What follows belongs to an exercise in optimizing a design on an open flow for small area, a short achievable clock period and few clock cycles per item; a production flow would make more cautious choices.
RTL that was checked went through simulation tests only; none was proved equivalent to the original.
No activity file was given, so power comes from the tool's default toggle rates.

## rev 12
// cptv_decoder
module cptv_decoder (
    input  wire        clk,
    input  wire        rst,           
    input  wire        cmd_valid,
    output wire        cmd_ready,
    input  wire [4:0]  cmd_width,     
    input  wire [15:0] cmd_count,     
    input  wire        cmd_hist,      
    output reg         cmd_err,       
    input  wire        in_valid,
    output wire        in_ready,
    input  wire [31:0] in_data,
    input  wire        h_valid,
    output wire        h_ready,
    input  wire [15:0] h_data,
    output reg         out_valid,
    input  wire        out_ready,
    output reg  [15:0] out_data,
    output reg         out_last
);
Size: about 200 flip-flops, roughly 98 I/O pins.
==> flow/config.mk <==
export PLATFORM = sky130hd
export DESIGN_NAME = cptv_decoder
export DESIGN_NICKNAME = cptv_decoder
export VERILOG_FILES = /design/flow/design.v
export SDC_FILE = /design/flow/constraint.sdc
export NUM_CORES = 4
export LEC_CHECK = 0
export CAP_MARGIN = 20
export CORE_MARGIN = 2
export CORE_UTILIZATION = 40
export SETUP_SLACK_MARGIN = 4.45
export SLEW_MARGIN = 20
==> flow/constraint.sdc <==
create_clock -name core_clock -period 7.0 [get_ports {clk}]
set_input_delay 1.4000 -clock core_clock [delete_from_list [all_inputs] [get_ports {clk}]]
set_output_delay 1.4000 -clock core_clock [all_outputs]
set_load 0.01 [all_outputs]
run.sh (not shown) runs the stock make flow with config.mk's settings and CLKGATE_MAP_FILE= SYNTH_SCRIPT=/design/flow/synth_recipe.tcl, a recipe that flattens the netlist after the stock synthesis.
Testbench counts of rev 12, summed over its fixed seeds: cycles 246,500, samples 246,004.
--- input diff rev 12..rev 13 ---
- SETUP_SLACK_MARGIN changed from 4.45 to 4.3
### Flow results
Rev 13 ran to completion and came out clean on the timing, DRC and antenna checks. In the reports for rev 13 and rev 12, the larger initial DRC count belongs to rev 12. Relative to rev 12, inverter count of the layout excluding clock inverters has decreased by about 2.8% in rev 13. Summary — part of the cycle the worst path needs, rev 13 relative to rev 12: higher, by 0.31 points. Diff rev 12 -> rev 13: number of detailed-routing iterations run before antenna repair picked up an extra 1, final area lost 2.1%. Rev 13: number of cells on the critical path 1 below rev 12. Of rev 13 and rev 12, the lower power consumption belongs to rev 13.

========
cptv_decoder, a different RTL version from the one above (not shown whole).
For scale: about 170 flip-flops.
clock: 7.0 ns
lec_check: 0
abc_clock_period_in_ps: 2500
cap_margin: 20
core_margin: 2
core_utilization: 40
setup_slack_margin: 4.5
slew_margin: 20
Rerun with:
- ABC_CLOCK_PERIOD_IN_PS: 2500 -> default
- SETUP_SLACK_MARGIN: 4.5 -> default
Effect: The new run completed without violations; power falls by 5.7%; global-route usage falls by 3.4 points; cell count falls by about 7%; area after synthesis is unchanged; sequential cell count does not change; final area falls by about 15%; worst setup slack is worse by 0.81 ns; via count falls by about 10%; critical path depth rises by 3.
Rerun with:
- ABC_CLOCK_PERIOD_IN_PS: default -> 3000
- SETUP_SLACK_MARGIN: default -> 4.0
Effect: Clock power increases by about 10%. Maximum frequency increases by 18%. Synthesized area does not change. Worst setup slack improved by 0.81 ns. Worst hold slack is about the same. Clock-buffer cell count stays the same. Critical path depth decreases by 1.
Function was not checked in any run of this note: the RTL went through the layout flow alone.

========
Another version of the RTL of cptv_decoder (not shown whole).
Size in the first run: about 1100 cells after synthesis, about 98 I/O pins, ~12000 um2 of cells after synthesis.
Settings: LEC_CHECK=0, CAP_MARGIN=20, CORE_MARGIN=2, CORE_UTILIZATION=40, CTS_CLUSTER_DIAMETER=80, CTS_CLUSTER_SIZE=40, SETUP_SLACK_MARGIN=4.38, SLEW_MARGIN=20; clock period 7.0 ns.
standard.sh (not shown) runs the stock make flow with config.mk's settings and CLKGATE_MAP_FILE= SYNTH_SCRIPT=/design/flow/synth_recipe.tcl, a recipe that flattens the netlist after the stock synthesis.
==> flow/flow/run.sh <==
#!/bin/bash
# The standard layout (the standard.sh, all steps), with the port
# buffers that global placement inserts made sky130_fd_sc_hd__buf_1 cells
# instead of the flow's default choice.  Every port still gets its buffer.
set -e
export BUFFER_PORTS_ARGS="-buffer_cell sky130_fd_sc_hd__buf_1"
bash standard.sh > standard.log 2>&1
Change:
- SETUP_SLACK_MARGIN: 4.38 -> 4.47
=> Non-clock buffer count is higher by 4. Wire length hardly moves. Hold slack gains 0.019 ns. Final area is higher by 0.66%. Clock skew hardly moves. Synthesized area does not change. Worst setup slack gains 0.060 ns. Combinational power is lower by about 2%. Power is lower by 1.0%. Register-to-register slack gains 0.06 ns. Sequential cell count stays the same.
No functional check of the RTL was part of any run of this note.

========
Another version of the RTL of cptv_decoder (not shown whole).
Size in the first run: ~1,100 cells after synthesis, roughly 210 flip-flops, ~98 I/O pins, roughly 0.012 mm2 of cells after synthesis.
## cptv_decoder
module cptv_decoder (
    input  wire        clk,
    input  wire        rst,           
    input  wire        cmd_valid,
    output wire        cmd_ready,
    input  wire [4:0]  cmd_width,     
    input  wire [15:0] cmd_count,     
    input  wire        cmd_hist,      
    output reg         cmd_err,       
    input  wire        in_valid,
    output wire        in_ready,
    input  wire [31:0] in_data,
    input  wire        h_valid,
    output wire        h_ready,
    input  wire [15:0] h_data,
    output reg         out_valid,
    input  wire        out_ready,
    output reg  [15:0] out_data,
    output reg         out_last
);
==> flow/config.mk <==
export PLATFORM = sky130hd
export DESIGN_NAME = cptv_decoder
export DESIGN_NICKNAME = cptv_decoder
export VERILOG_FILES = /design/flow/design.v
export SDC_FILE = /design/flow/constraint.sdc
export NUM_CORES = 4
export LEC_CHECK = 0
export CAP_MARGIN = 20
export CORE_MARGIN = 2
export CORE_UTILIZATION = 40
export CTS_CLUSTER_DIAMETER = 80
export CTS_CLUSTER_SIZE = 40
export SETUP_SLACK_MARGIN = 4.47
export SLEW_MARGIN = 20
==> flow/constraint.sdc <==
create_clock -name core_clock -period 7.0 [get_ports {clk}]
set_input_delay 1.4000 -clock core_clock [delete_from_list [all_inputs] [get_ports {clk}]]
set_output_delay 1.4000 -clock core_clock [all_outputs]
set_load 0.01 [all_outputs]
==> flow/flow/run.sh <==
#!/bin/bash
# The standard layout (the standard.sh, all steps), with the port
# buffers that global placement inserts made sky130_fd_sc_hd__buf_2 cells
# instead of the flow's default choice.  Every port still gets its buffer.
set -e
export BUFFER_PORTS_ARGS="-buffer_cell sky130_fd_sc_hd__buf_2"
bash standard.sh > standard.log 2>&1
Testbench counts at the start, summed over its fixed seeds: cycles 246,500, samples 246,004.
Rerun with:
--- a/flow/config.mk
+++ b/flow/config.mk
@@ -11,4 +11,4 @@
 export CTS_CLUSTER_DIAMETER = 80
 export CTS_CLUSTER_SIZE = 40
-export SETUP_SLACK_MARGIN = 4.47
+export SETUP_SLACK_MARGIN = 4.57
 export SLEW_MARGIN = 20
The changed run finished with timing, DRC and antenna clean.
Design area grows by a few percent.
First-iteration DRC count shrinks by a little under a tenth.
Total power climbs by a few percent.
Worst hold slack gets better by 0.0081 ns.
Cell count rises slightly.
Fmax grows slightly.
Via count goes up by a few percent.
Rerun with:
==> flow/flow/run.sh (replaced) <==
#!/bin/bash
# The standard layout (the standard.sh, all steps), with the port
# buffers that global placement inserts made sky130_fd_sc_hd__buf_1 cells
# instead of the flow's default choice.  Every port still gets its buffer.
set -e
export BUFFER_PORTS_ARGS="-buffer_cell sky130_fd_sc_hd__buf_1"
bash standard.sh > standard.log 2>&1
--- a/flow/config.mk
+++ b/flow/config.mk
@@ -11,4 +11,4 @@
 export CTS_CLUSTER_DIAMETER = 80
 export CTS_CLUSTER_SIZE = 40
-export SETUP_SLACK_MARGIN = 4.57
+export SETUP_SLACK_MARGIN = 4.52
 export SLEW_MARGIN = 20
Outcome: The changed run finished with timing, DRC and antenna clean; cell area falls by 3.3%; count of clock-buffer cells in the layout fell by 3; global-route usage falls by 0.26 points; worst setup slack stays flat.
Rerun with:
--- a/flow/config.mk
+++ b/flow/config.mk
@@ -11,4 +11,4 @@
 export CTS_CLUSTER_DIAMETER = 80
 export CTS_CLUSTER_SIZE = 40
-export SETUP_SLACK_MARGIN = 4.52
+export SETUP_SLACK_MARGIN = 4.47
 export SLEW_MARGIN = 20
Effect:
- worst setup slack is worse by 0.039 ns
- combinational power fell by a few percent
- core utilization goes down by 0.78 points
- total power fell slightly
- global-route usage goes down by 0.13 points
- design area drops slightly
Rerun with:
==> flow/run.sh (new file) <==
#!/bin/bash
# synth_recipe.tcl (not shown) runs the flow's synth.tcl, then flattens the netlist and writes it again
# the make line also repeats each setting of config.mk as NAME=value (left out here)
make -C /OpenROAD-flow-scripts/flow DESIGN_CONFIG=/design/flow/config.mk WORK_HOME=/design/flow/orfs CLKGATE_MAP_FILE= SYNTH_SCRIPT=/design/flow/synth_recipe.tcl finish
--- a/flow/config.mk
+++ b/flow/config.mk
@@ -10,5 +10,5 @@
 export CORE_UTILIZATION = 40
 export CTS_CLUSTER_DIAMETER = 80
-export CTS_CLUSTER_SIZE = 40
-export SETUP_SLACK_MARGIN = 4.47
+export CTS_CLUSTER_SIZE = 30
+export SETUP_SLACK_MARGIN = 4.4
 export SLEW_MARGIN = 20
removed: flow/flow/run.sh
removed: flow/standard.sh
What happened:
- The changed run produced a clean layout
- setup slack loses 0.083 ns
- core utilization rose by 2.0 points
- fmax shrinks by 3.3%
- via count decreases by 0.30%
- area after synthesis is unchanged
- total power came out higher by 1.5%
- combinational power went up by 8.2%
Rerun with:
==> flow/flow/run.sh (new file) <==
#!/bin/bash
# The standard layout (the standard.sh, all steps), with the port
# buffers that global placement inserts made sky130_fd_sc_hd__buf_1 cells
# instead of the flow's default choice.  Every port still gets its buffer.
set -e
export BUFFER_PORTS_ARGS="-buffer_cell sky130_fd_sc_hd__buf_1"
bash standard.sh > standard.log 2>&1
==> flow/standard.sh (new file) <==
#!/bin/bash
# synth_recipe.tcl (not shown) runs the flow's synth.tcl, then flattens the netlist and writes it again
# the make line also repeats each setting of config.mk as NAME=value (left out here)
make -C /OpenROAD-flow-scripts/flow DESIGN_CONFIG=/design/flow/config.mk WORK_HOME=/design/flow/orfs CLKGATE_MAP_FILE= SYNTH_SCRIPT=/design/flow/synth_recipe.tcl "${@:-finish}"
--- a/flow/config.mk
+++ b/flow/config.mk
@@ -10,5 +10,5 @@
 export CORE_UTILIZATION = 40
 export CTS_CLUSTER_DIAMETER = 80
-export CTS_CLUSTER_SIZE = 30
-export SETUP_SLACK_MARGIN = 4.4
+export CTS_CLUSTER_SIZE = 40
+export SETUP_SLACK_MARGIN = 4.42
 export SLEW_MARGIN = 20
removed: flow/run.sh
The changed run finished with timing, DRC and antenna clean.
Synthesized cell count is unchanged.
Area after synthesis does not change.
Worst hold slack loses 0.049 ns.
Die area is unchanged.

re-timing with driven ports:
The results above use ideal ports. As a check the final layouts listed here were re-extracted and re-timed, cells and wires unchanged. Step 1 (the two cells are an assumption about what drives the block):
set clk [get_ports {clk}]
set_driving_cell -lib_cell sky130_fd_sc_hd__clkbuf_16 $clk
set_driving_cell -lib_cell sky130_fd_sc_hd__buf_2 [delete_from_list [all_inputs] $clk]
Step 2 adds t to the input delays and takes it off the output delays; t is the mean of the earliest and latest rising clock arrival at the registers after step 1. Input paths then give back, and output paths get back, about the clock's delay inside the block. Three values: no drivers, after step 1, after step 2; two values: the first two.
run | t, ns | slack for setup (ns) | worst setup path after step 2
rev 12 | 0.484 | 4.384 / 4.384 / 4.138 | input to register
rev 13 | 0.488 | 4.363 / 4.363 / 4.031 | input to register
the first run of note 2 | 0.490 | 2.506 / 2.506 / 2.506 | register to register
the second run of note 2 | 0.470 | 1.692 / 1.692 / 1.692 | register to register
the third run of note 2 | 0.480 | 2.497 / 2.497 / 2.497 | register to register
the first run of note 3 | 0.495 | 3.767 / 3.767 / 3.767 | register to register
the second run of note 3 | 0.496 | 3.827 / 3.827 / 3.827 | register to register
the first run of note 4 | 0.524 | 4.543 / 4.499 / 4.153 | input to register
the second run of note 4 | 0.523 | 4.580 / 4.533 / 4.254 | input to register
the third run of note 4 | 0.526 | 4.577 / 4.531 / 4.156 | input to register
the fourth run of note 4 | 0.522 | 4.539 / 4.492 / 4.145 | input to register
the fifth run of note 4 | 0.522 | 4.456 / 4.408 / 3.972 | input to register
the sixth run of note 4 | 0.522 | 4.489 / 4.474 / 4.152 | input to register
After both steps setup and hold are still met in every run listed. The setup slack of the fifth run of note 4, which loses most, moves by -0.048 ns with the drivers and by -0.484 ns with both steps.
